From an optimization exercise on the open Yosys and OpenROAD flow, aimed at a short achievable clock period and few clock cycles; shortcuts taken in it are not production practice. In this exercise RTL edits were held to simulation tests only and were not proved equivalent to the original.

--- design/flow/run.sh ---
#!/bin/bash
# synth_recipe.tcl (not shown) runs the flow's synth.tcl, then flattens the netlist and writes it again
# the make line also repeats each setting of config.mk as NAME=value (left out here)
make -C /OpenROAD-flow-scripts/flow DESIGN_CONFIG=/design/flow/config.mk WORK_HOME=/design/flow/orfs CLKGATE_MAP_FILE= SYNTH_SCRIPT=/design/flow/synth_recipe.tcl finish
--- design/flow/constraint.sdc ---
create_clock -name core_clock -period 12.0 [get_ports {clk}]
set_input_delay 2.4000 -clock core_clock [delete_from_list [all_inputs] [get_ports {clk}]]
set_output_delay 2.4000 -clock core_clock [all_outputs]
set_load 0.01 [all_outputs]
--- design/flow/config.mk ---
export PLATFORM = sky130hd
export DESIGN_NAME = saes_core
export DESIGN_NICKNAME = saes_core
export VERILOG_FILES = /design/flow/design.v
export SDC_FILE = /design/flow/constraint.sdc
export NUM_CORES = 4
export LEC_CHECK = 0
export CAP_MARGIN = 20
export CORE_MARGIN = 2
export CORE_UTILIZATION = 40
export SLEW_MARGIN = 20
--- design/flow/design.v ---
module saes_sbox4 (
    input  wire [3:0] x,
    output reg  [3:0] y
);
    always @(*) begin
        case (x)
            4'h0: y = 4'h9;  4'h1: y = 4'h4;  4'h2: y = 4'hA;  4'h3: y = 4'hB;
            4'h4: y = 4'hD;  4'h5: y = 4'h1;  4'h6: y = 4'h8;  4'h7: y = 4'h5;
            4'h8: y = 4'h6;  4'h9: y = 4'h2;  4'hA: y = 4'h0;  4'hB: y = 4'h3;
            4'hC: y = 4'hC;  4'hD: y = 4'hE;  4'hE: y = 4'hF;  default: y = 4'h7;
        endcase
    end
endmodule
module saes_isbox4 (
    input  wire [3:0] x,
    output reg  [3:0] y
);
    always @(*) begin
        case (x)
            4'h0: y = 4'hA;  4'h1: y = 4'h5;  4'h2: y = 4'h9;  4'h3: y = 4'hB;
            4'h4: y = 4'h1;  4'h5: y = 4'h7;  4'h6: y = 4'h8;  4'h7: y = 4'hF;
            4'h8: y = 4'h6;  4'h9: y = 4'h0;  4'hA: y = 4'h2;  4'hB: y = 4'h3;
            4'hC: y = 4'hC;  4'hD: y = 4'h4;  4'hE: y = 4'hD;  default: y = 4'hE;
        endcase
    end
endmodule
module saes_gf_reduce (
    input  wire [7:0] v,
    output wire [3:0] r
);
    assign r = v[3:0]
             ^ (v[4] ? 4'h3 : 4'h0)
             ^ (v[5] ? 4'h6 : 4'h0)
             ^ (v[6] ? 4'hC : 4'h0)
             ^ (v[7] ? 4'hB : 4'h0);
endmodule
module saes_gf_mul (
    input  wire [3:0] a,
    input  wire [3:0] b,
    output wire [3:0] p
);
    wire [7:0] raw = (a[0] ? {4'b0, b}       : 8'h00)
                   ^ (a[1] ? {3'b0, b, 1'b0} : 8'h00)
                   ^ (a[2] ? {2'b0, b, 2'b0} : 8'h00)
                   ^ (a[3] ? {1'b0, b, 3'b0} : 8'h00);
    saes_gf_reduce u_red (.v(raw), .r(p));
endmodule
module saes_gf_degree (
    input  wire [7:0]  v,
    output reg  [15:0] d
);
    always @(*) begin
        if      (v[7]) d = 16'd7;
        else if (v[6]) d = 16'd6;
        else if (v[5]) d = 16'd5;
        else if (v[4]) d = 16'd4;
        else if (v[3]) d = 16'd3;
        else if (v[2]) d = 16'd2;
        else if (v[1]) d = 16'd1;
        else if (v[0]) d = 16'd0;
        else           d = 16'hFFFF;
    end
endmodule
module saes_sbox8 (
    input  wire [7:0] v,
    output wire [7:0] y
);
    saes_sbox4 u_hi (.x(v[7:4]), .y(y[7:4]));
    saes_sbox4 u_lo (.x(v[3:0]), .y(y[3:0]));
endmodule
module saes_isbox8 (
    input  wire [7:0] v,
    output wire [7:0] y
);
    saes_isbox4 u_hi (.x(v[7:4]), .y(y[7:4]));
    saes_isbox4 u_lo (.x(v[3:0]), .y(y[3:0]));
endmodule
module saes_nibsub (
    input  wire [15:0] w,
    output wire [15:0] y
);
    saes_sbox8 u_hi (.v(w[15:8]), .y(y[15:8]));
    saes_sbox8 u_lo (.v(w[7:0]),  .y(y[7:0]));
endmodule
module saes_inibsub (
    input  wire [15:0] w,
    output wire [15:0] y
);
    saes_isbox8 u_hi (.v(w[15:8]), .y(y[15:8]));
    saes_isbox8 u_lo (.v(w[7:0]),  .y(y[7:0]));
endmodule
module saes_mixcol (
    input  wire [15:0] w,
    output wire [15:0] y
);
    wire [3:0] m0, m1, m2, m3;
    saes_gf_mul u_m0 (.a(4'h4), .b(w[3:0]),   .p(m0));
    saes_gf_mul u_m1 (.a(4'h4), .b(w[7:4]),   .p(m1));
    saes_gf_mul u_m2 (.a(4'h4), .b(w[11:8]),  .p(m2));
    saes_gf_mul u_m3 (.a(4'h4), .b(w[15:12]), .p(m3));
    assign y[3:0]   = w[3:0]   ^ m1;
    assign y[7:4]   = m0       ^ w[7:4];
    assign y[11:8]  = w[11:8]  ^ m3;
    assign y[15:12] = m2       ^ w[15:12];
endmodule
module saes_imixcol (
    input  wire [15:0] w,
    output wire [15:0] y
);
    wire [3:0] n0, n1, n2, n3, t0, t1, t2, t3;
    saes_gf_mul u_n0 (.a(4'h9), .b(w[3:0]),   .p(n0));
    saes_gf_mul u_n1 (.a(4'h9), .b(w[7:4]),   .p(n1));
    saes_gf_mul u_n2 (.a(4'h9), .b(w[11:8]),  .p(n2));
    saes_gf_mul u_n3 (.a(4'h9), .b(w[15:12]), .p(n3));
    saes_gf_mul u_t0 (.a(4'h2), .b(w[3:0]),   .p(t0));
    saes_gf_mul u_t1 (.a(4'h2), .b(w[7:4]),   .p(t1));
    saes_gf_mul u_t2 (.a(4'h2), .b(w[11:8]),  .p(t2));
    saes_gf_mul u_t3 (.a(4'h2), .b(w[15:12]), .p(t3));
    assign y[3:0]   = n0 ^ t1;
    assign y[7:4]   = t0 ^ n1;
    assign y[11:8]  = n2 ^ t3;
    assign y[15:12] = t2 ^ n3;
endmodule
module saes_keyexp (
    input  wire [15:0] key,
    output wire [15:0] rk1,
    output wire [15:0] rk2,
    output wire [15:0] rk3
);
    wire [7:0] w0 = key[15:8];
    wire [7:0] w1 = key[7:0];
    wire [7:0] s1, s3;
    wire [7:0] w2, w3, w4, w5;
    saes_sbox8 u_s1 (.v({w1[3:0], w1[7:4]}), .y(s1));
    assign w2 = w0 ^ 8'h80 ^ s1;
    assign w3 = w2 ^ w1;
    saes_sbox8 u_s3 (.v({w3[3:0], w3[7:4]}), .y(s3));
    assign w4 = w2 ^ 8'h30 ^ s3;
    assign w5 = w4 ^ w3;
    assign rk1 = {w0, w1};
    assign rk2 = {w2, w3};
    assign rk3 = {w4, w5};
endmodule
module saes_encrypt (
    input  wire [15:0] w,
    input  wire [15:0] rk1,
    input  wire [15:0] rk2,
    input  wire [15:0] rk3,
    output wire [15:0] y
);
    wire [15:0] s0, s1, s2, s3, s4, s5;
    assign s0 = w ^ rk1;
    saes_nibsub u_ns1 (.w(s0), .y(s1));
    wire [15:0] sr1 = {s1[15:12], s1[3:0], s1[7:4], s1[11:8]};
    saes_mixcol u_mc (.w(sr1), .y(s2));
    assign s3 = s2 ^ rk2;
    saes_nibsub u_ns2 (.w(s3), .y(s4));
    assign s5 = {s4[15:12], s4[3:0], s4[7:4], s4[11:8]};
    assign y  = s5 ^ rk3;
endmodule
module saes_decrypt (
    input  wire [15:0] w,
    input  wire [15:0] rk1,
    input  wire [15:0] rk2,
    input  wire [15:0] rk3,
    output wire [15:0] y
);
    wire [15:0] s0, s1, s2, s3, s4;
    assign s0 = w ^ rk3;
    saes_inibsub u_is1 (.w({s0[15:12], s0[3:0], s0[7:4], s0[11:8]}), .y(s1));
    assign s2 = s1 ^ rk2;
    saes_imixcol u_imc (.w(s2), .y(s3));
    saes_inibsub u_is2 (.w({s3[15:12], s3[3:0], s3[7:4], s3[11:8]}), .y(s4));
    assign y  = s4 ^ rk1;
endmodule
module saes_decode (
    input  wire [71:0] cmd,
    output reg  [1:0]  err
);
    wire [7:0]  op = cmd[71:64];
    wire [15:0] n  = cmd[63:48];
    wire [15:0] b  = cmd[47:32];
    wire [31:0] a  = cmd[31:0];
    wire rsv_n   = (|a[31:4])  | (|b)       | (|n);
    wire rsv_nn  = (|a[31:4])  | (|b[15:4]) | (|n);
    wire rsv_b   = (|a[31:8])  | (|b)       | (|n);
    wire rsv_w   = (|a[31:16]) | (|b)       | (|n);
    wire rsv_k   = (|a)        | (|n);
    wire rsv_wk  = (|a[31:16]) | (|n);
    wire rsv_dwk = (|n);
    always @(*) begin
        case (op)
            8'h01, 8'h02, 8'h12, 8'h13, 8'h14:
                err = rsv_b   ? 2'd2 : 2'd0;
            8'h03:
                err = rsv_nn  ? 2'd2 : 2'd0;
            8'h10, 8'h11:
                err = rsv_n   ? 2'd2 : 2'd0;
            8'h20:
                err = rsv_k   ? 2'd2 : 2'd0;
            8'h31, 8'h32, 8'h33, 8'h34, 8'h35:
                err = rsv_w   ? 2'd2 : 2'd0;
            8'h30, 8'h38, 8'h39, 8'h40:
                err = rsv_wk  ? 2'd2 : 2'd0;
            8'h43:
                err = rsv_dwk ? 2'd2 : 2'd0;
            8'h41, 8'h42:
                err = 2'd0;
            default:
                err = 2'd1;
        endcase
    end
endmodule
module saes_core (
    input  wire        clk,
    input  wire        rst,
    input  wire        cmd_valid,
    output wire        cmd_ready,
    input  wire [71:0] cmd,
    output wire        rsp_valid,
    input  wire        rsp_ready,
    output wire [18:0] rsp
);
    localparam [7:0] OP_GFDEG   = 8'h01, OP_GFRED  = 8'h02, OP_GFMUL  = 8'h03,
                     OP_SBOX4   = 8'h10, OP_ISBOX4 = 8'h11, OP_SBOX8  = 8'h12,
                     OP_ISBOX8  = 8'h13, OP_ROTNIB = 8'h14, OP_KEYEXP = 8'h20,
                     OP_ADDRK   = 8'h30, OP_NIBSUB = 8'h31, OP_INSUB  = 8'h32,
                     OP_SHROW   = 8'h33, OP_MIXCOL = 8'h34, OP_IMIXCOL = 8'h35,
                     OP_ENC     = 8'h38, OP_DEC    = 8'h39, OP_EXPIV  = 8'h40,
                     OP_CTRGEN  = 8'h41, OP_KSGEN  = 8'h42, OP_CTRXOR = 8'h43;
    localparam [1:0] S_IDLE = 2'd0, S_EXP = 2'd1, S_RESP = 2'd2;
    reg  [1:0]  state;
    reg  [71:0] cmdr;      
    reg  [1:0]  errr;      
    reg  [15:0] x;         
    reg  [15:0] beat;      
    reg  [3:0]  iter;      
    reg         seeding;   
    wire [7:0]  op = cmdr[71:64];
    wire [15:0] n  = cmdr[63:48];
    wire [15:0] b  = cmdr[47:32];
    wire [31:0] a  = cmdr[31:0];
    wire accept = cmd_valid && cmd_ready;
    wire take   = rsp_valid && rsp_ready;
    wire [1:0] in_err;
    saes_decode u_dec (.cmd(cmd), .err(in_err));
    wire [7:0] in_op = cmd[71:64];
    wire in_expand = (in_err == 2'd0) &&
                     (in_op == OP_EXPIV || in_op == OP_CTRGEN || in_op == OP_KSGEN);
    wire [15:0] rk1, rk2, rk3;
    saes_keyexp u_kx (.key(b), .rk1(rk1), .rk2(rk2), .rk3(rk3));
    wire [15:0] enc_x, dec_x;
    saes_encrypt u_enc (.w(x), .rk1(rk1), .rk2(rk2), .rk3(rk3), .y(enc_x));
    saes_decrypt u_dcr (.w(x), .rk1(rk1), .rk2(rk2), .rk3(rk3), .y(dec_x));
    wire [15:0] x_iter = iter[0] ? {1'b0, enc_x[15:1]} : {enc_x[14:0], 1'b0};
    wire [15:0] r_deg;
    wire [3:0]  r_red, r_mul, r_sb4, r_isb4;
    wire [7:0]  r_sb8, r_isb8;
    wire [15:0] r_nsub, r_insub, r_mix, r_imix;
    saes_gf_degree u_deg  (.v(a[7:0]), .d(r_deg));
    saes_gf_reduce u_red  (.v(a[7:0]), .r(r_red));
    saes_gf_mul    u_mul  (.a(a[3:0]), .b(b[3:0]), .p(r_mul));
    saes_sbox4     u_sb4  (.x(a[3:0]), .y(r_sb4));
    saes_isbox4    u_isb4 (.x(a[3:0]), .y(r_isb4));
    saes_sbox8     u_sb8  (.v(a[7:0]), .y(r_sb8));
    saes_isbox8    u_isb8 (.v(a[7:0]), .y(r_isb8));
    saes_nibsub    u_nsub (.w(a[15:0]), .y(r_nsub));
    saes_inibsub   u_isub (.w(a[15:0]), .y(r_insub));
    saes_mixcol    u_mix  (.w(a[15:0]), .y(r_mix));
    saes_imixcol   u_imix (.w(a[15:0]), .y(r_imix));
    reg        b_err, b_last, b_dv;
    reg [15:0] b_data;
    always @(*) begin
        b_err  = 1'b0;
        b_last = 1'b1;
        b_dv   = 1'b1;
        b_data = 16'h0000;
        if (errr != 2'd0) begin
            b_err  = 1'b1;
            b_dv   = 1'b0;
            b_data = {14'b0, errr};
        end else begin
            case (op)
                OP_GFDEG:   b_data = r_deg;
                OP_GFRED:   b_data = {12'b0, r_red};
                OP_GFMUL:   b_data = {12'b0, r_mul};
                OP_SBOX4:   b_data = {12'b0, r_sb4};
                OP_ISBOX4:  b_data = {12'b0, r_isb4};
                OP_SBOX8:   b_data = {8'b0, r_sb8};
                OP_ISBOX8:  b_data = {8'b0, r_isb8};
                OP_ROTNIB:  b_data = {8'b0, a[3:0], a[7:4]};
                OP_KEYEXP: begin
                    b_last = (beat == 16'd2);
                    b_data = (beat == 16'd0) ? rk1 : (beat == 16'd1) ? rk2 : rk3;
                end
                OP_ADDRK:   b_data = a[15:0] ^ b;
                OP_NIBSUB:  b_data = r_nsub;
                OP_INSUB:   b_data = r_insub;
                OP_SHROW:   b_data = {a[15:12], a[3:0], a[7:4], a[11:8]};
                OP_MIXCOL:  b_data = r_mix;
                OP_IMIXCOL: b_data = r_imix;
                OP_ENC:     b_data = enc_x;
                OP_DEC:     b_data = dec_x;
                OP_EXPIV:   b_data = x;
                OP_CTRGEN, OP_KSGEN: begin
                    if (n == 16'd0) begin
                        b_dv   = 1'b0;
                        b_data = 16'h0000;
                    end else begin
                        b_last = (beat + 16'd1 == n);
                        b_data = (op == OP_CTRGEN) ? x : enc_x;
                    end
                end
                OP_CTRXOR:  b_data = a[31:16] ^ enc_x;
                default:    b_data = 16'h0000;
            endcase
        end
    end
    assign cmd_ready = (state == S_IDLE) && !rst;
    assign rsp_valid = (state == S_RESP) && !rst;
    assign rsp       = {b_err, b_last, b_dv, b_data};
    always @(posedge clk) begin
        if (rst) begin
            state <= S_IDLE;
        end else begin
            case (state)
                S_IDLE: begin
                    if (accept) begin
                        cmdr    <= cmd;
                        errr    <= in_err;
                        x       <= cmd[15:0];
                        beat    <= 16'd0;
                        iter    <= 4'd0;
                        seeding <= (in_op != OP_EXPIV);
                        state   <= in_expand ? S_EXP : S_RESP;
                    end
                end
                S_EXP: begin
                    x    <= x_iter;
                    iter <= iter + 4'd1;
                    if (iter == 4'd15) begin
                        if (seeding) begin
                            seeding <= 1'b0;
                            if (n == 16'd0)
                                state <= S_RESP;
                        end else begin
                            state <= S_RESP;
                        end
                    end
                end
                S_RESP: begin
                    if (take) begin
                        if (b_last) begin
                            state <= S_IDLE;
                        end else begin
                            beat <= beat + 16'd1;
                            if (op == OP_CTRGEN || op == OP_KSGEN)
                                state <= S_EXP;
                        end
                    end
                end
                default: state <= S_IDLE;
            endcase
        end
    end
endmodule
==> impl_metrics.yaml <==
route:
  ant_nets: 0
  viasPerCell: 5.88
  avgRoutedWirePerCell_microns: 22.0
  drt-total-wl_microns: 52400
  dr.pass1.iters: 6
  num_vias: 14014
  drc: 0
  drt_iter0_drc: 1516
clock_network:
  root_buffer: "clkbuf_16"
  clk_pin_slew_worst_paths_ps: 70
  cts_resized: 0
  numCtsBuffers: 17
  cts_buffer_depth: 2
  cts.sinks: 153
  clock_latency_ps: 440
  post-cts-setup-buffer-count: 0
  postCtsHoldBufs: 0
  cts_tree: "yes"
  htreeDepth: 4
synth:
  synth_edf_count: 111
  yosysTopAreaCellShare_pct: 20.7
  yosysSeqAreaShare_pct: 25.9
  syn_inst: 1803
  synth_top_cells_by_area: "edfxtp_1, ha_1, xnor2_1"
  syn_avg_cell_area_sq_um: 8.93
  syn_nets: 2028
  synth_top_area_cell: "edfxtp_1"
  yosysMostFrequentCell: "nand2_1"
  synth_area_sq_um: 16100
  yosys_warnings: 5
  synth_commonest_cells: "nand2_1, xnor2_1, ha_1"
  synthDistinctLibCells: 97
  ys_ff_latch: 153
  ys.flop_type: "edfxtp_1"
  async_reset_ff_share_pct: 0
floorplanning:
  dieArea_sq_um: 41900
  fp.dieW_microns: 205
  die-height_microns: 205
  start_util_pct: 40.5
  io_pins: 97
  rows: 73
  core-area_sq_um: 39700
layout:
  syn2layout_area_growth_pct: 12.4
  regArea_sq_um: 4170
  drive_above_1_share_pct: 7.65
  final_cell_area_sq_um: 18100
  n_antenna_cell: 0
  multi_input_area_sq_um: 11200
  final_nets: 2069
  nFillCells: 3809
timing:
  fin_skew_ps: 13.6
  fin_crit_ps: 9450
  grt_setup_unrepaired: "false"
  hold_viol: 0
  post-route-period-util_pct: 78.7
  setup_tns_ps: 0
  tightest_slew_ps: 1060
  setup_ws_ps: 2550
  fmax_ghz: 0.106
  finalSetupViolations: 0
  maxSlewHeadroom_pct: 29.0
  slew_viol_final: 0
placement:
  hpwl_microns: 40900
  gp_congestion: 0.945
  portBuffers: 96
  postPlaceCellArea_sq_um: 17500
  dp_slack_ps: 3110
global_routing:
  grt_pass1_vias: 13203
  grt_max_degree: 55
  antenna_found_initial: 0
  grt_usage_pct: 24.8
  grtUsageMet3_pct: 2.83
  grt_first_pass_wirelength_microns: 79100
  grt_use_met1_pct: 34.2
  globalRoute.busiestLayer: "met2"
  grt_overflow_total: 0
  grtUsageMet2_pct: 39.1
worst_setup_path:
  required_ps: 9600
  r2r_cells: 13
  critPathArrivalTime_ps: 7050
  r2r_start: "cmdr[41]"
  reg2reg_setup_slack_ps: 7130
  r2r_end: "x[5]"
  cp_max_fo: 14
  worst_setup_path_end_kind: "output port"
  startpoint_type: "flip-flop"
  startpoint: "cmdr[32]"
  worstSetupPathType: "reg -> out"
outcome:
  status: "timing/DRC/antenna clean"
hold_path:
  min_path_type: "reg -> reg"
  whs_path_depth: 2
  hold_start: "iter[3]"
  hold_end: "iter[3]"
job:
  max-cap-violations: 0
-- cell usage in the layout, fill, tap and decap left out, drive strengths merged, types with 18 or more instances in the layout --
| master | n |
|---|---|
| buf | 22 |
| dfxtp | 42 |
| nand3 | 42 |
| a22oi | 27 |
| a21oi | 67 |
| xor2 | 86 |
| a221oi | 27 |
| inv | 94 |
| nor2b | 18 |
| nor3 | 46 |
| a31oi | 18 |
| edfxtp | 111 |
| clkdlybuf4s50 | 96 |
| nor4 | 31 |
| clkbuf | 20 |
| mux2i | 74 |
| and3 | 20 |
| o21ai | 133 |
| ha | 149 |
| xnor2 | 171 |
| o211ai | 24 |
| nor2 | 112 |
| nand2 | 180 |
-- layout make-up --
class	count	area share, %
Tap cell	525	3.63
Clock buffer	20	2.59
Multi-Input combinational cell	1465	62.0
Clock inverter	12	0.623
Timing Repair Buffer	118	6.23
Sequential cell	153	23.1
Inverter	89	1.86
-- critical path: stages, from the launching register on --
cell,delay (ps)
edfxtp_1,700
xor3_1,680
ha_1,410
nand2_1,80
a32oi_2,410
xor2_1,450
inv_1,230
ha_1,250
mux2_4,270
mux2i_4,200
xnor2_4,190
xnor2_4,150
xnor2_1,460
inv_1,200
ha_1,250
mux4_2,520
a211oi_1,270
a31oi_1,70
o21ai_1,240
clkdlybuf4s50_1,590
-- sequential cells by signal, indices dropped and copies added, names as in the netlist --
register	count
u_nsub.u_hi.u_hi.y	4
u_isb8.u_lo.y	4
u_isub.u_hi.u_hi.y	4
iter	4
r_sb4	4
seeding	1
u_sb8.u_hi.y	4
u_isb8.u_hi.y	4
cmdr	72
state	2
u_kx.u_s1.u_hi.y	4
u_isub.u_hi.u_lo.y	4
u_kx.u_s1.u_lo.y	4
u_nsub.u_hi.u_lo.y	4
beat	16
x	16
errr	2
-- how the worst max path moves through the flow --
stage	slack, ps	depth (start not counted)	end
final	2550	19	rsp[0]
after floorplan	4230	11	u_kx.u_s1.u_lo.y[0]
after CTS	2600	19	rsp[0]
after detailed placement	3110	19	rsp[0]
after global routing	2180	19	rsp[0]
after global placement	3260	19	rsp[0]
-- kinds of logic (layout without fill, tap and decap cells) --
family / after synthesis / count (layout) / share of synthesized area, %
flops: 153 / 153 / 25.9
xor+xnor: 275 / 275 / 17.8
mux: 96 / 96 / 7.03
fa+ha+maj: 149 / 149 / 11.6
simple gates: 528 / 528 / 15.6
buf+inv: 185 / 239 / 4.64
compound gates: 417 / 417 / 17.5
-- per-layer routing --
metal	vias to the layer above	part of all wire [%]
met5	-	0
met4	0	4.1
met1	6790	44
li1	6563	-
met3	102	6.0
met2	559	45
-- stage by stage --
step	hold WS, ps	util (%)	instances
floorplan	579	-	1803
global placement	599	44.0	2350
detailed placement	617	44.0	2350
CTS	635	45.5	2382
global route	654	45.5	2382
finish	626	45.5	2382
Testbench counts, summed over its fixed seeds: cycles 73,794.

-- re-timing with driven ports --
How much do the figures lean on ideal ports? The routed layout below was timed once more, with nothing changed but the port constraints.
Step 1 assumes that a clkbuf_16 drives the clock port and a buf_2 every other input.
Step 2, shift: input delay + t, output delay - t, t = (earliest + latest rising clock arrival at the registers) / 2. This alone moves slack from input paths to output paths.
Slacks: no drivers / after step 1 / after step 2; pairs: no drivers / after step 1.
t, ns: 0.483
setup slack, ns: 2.553 / 2.503 / 2.986
hold slack, ns: 0.626 / 0.626 / 0.626
worst setup path at the end: register to output
worst slew at a driven data input, ns: 0.06
After both steps this run still meets setup and hold. For this run, drivers alone change the setup slack by -0.050 ns; drivers and shift together by +0.433 ns.
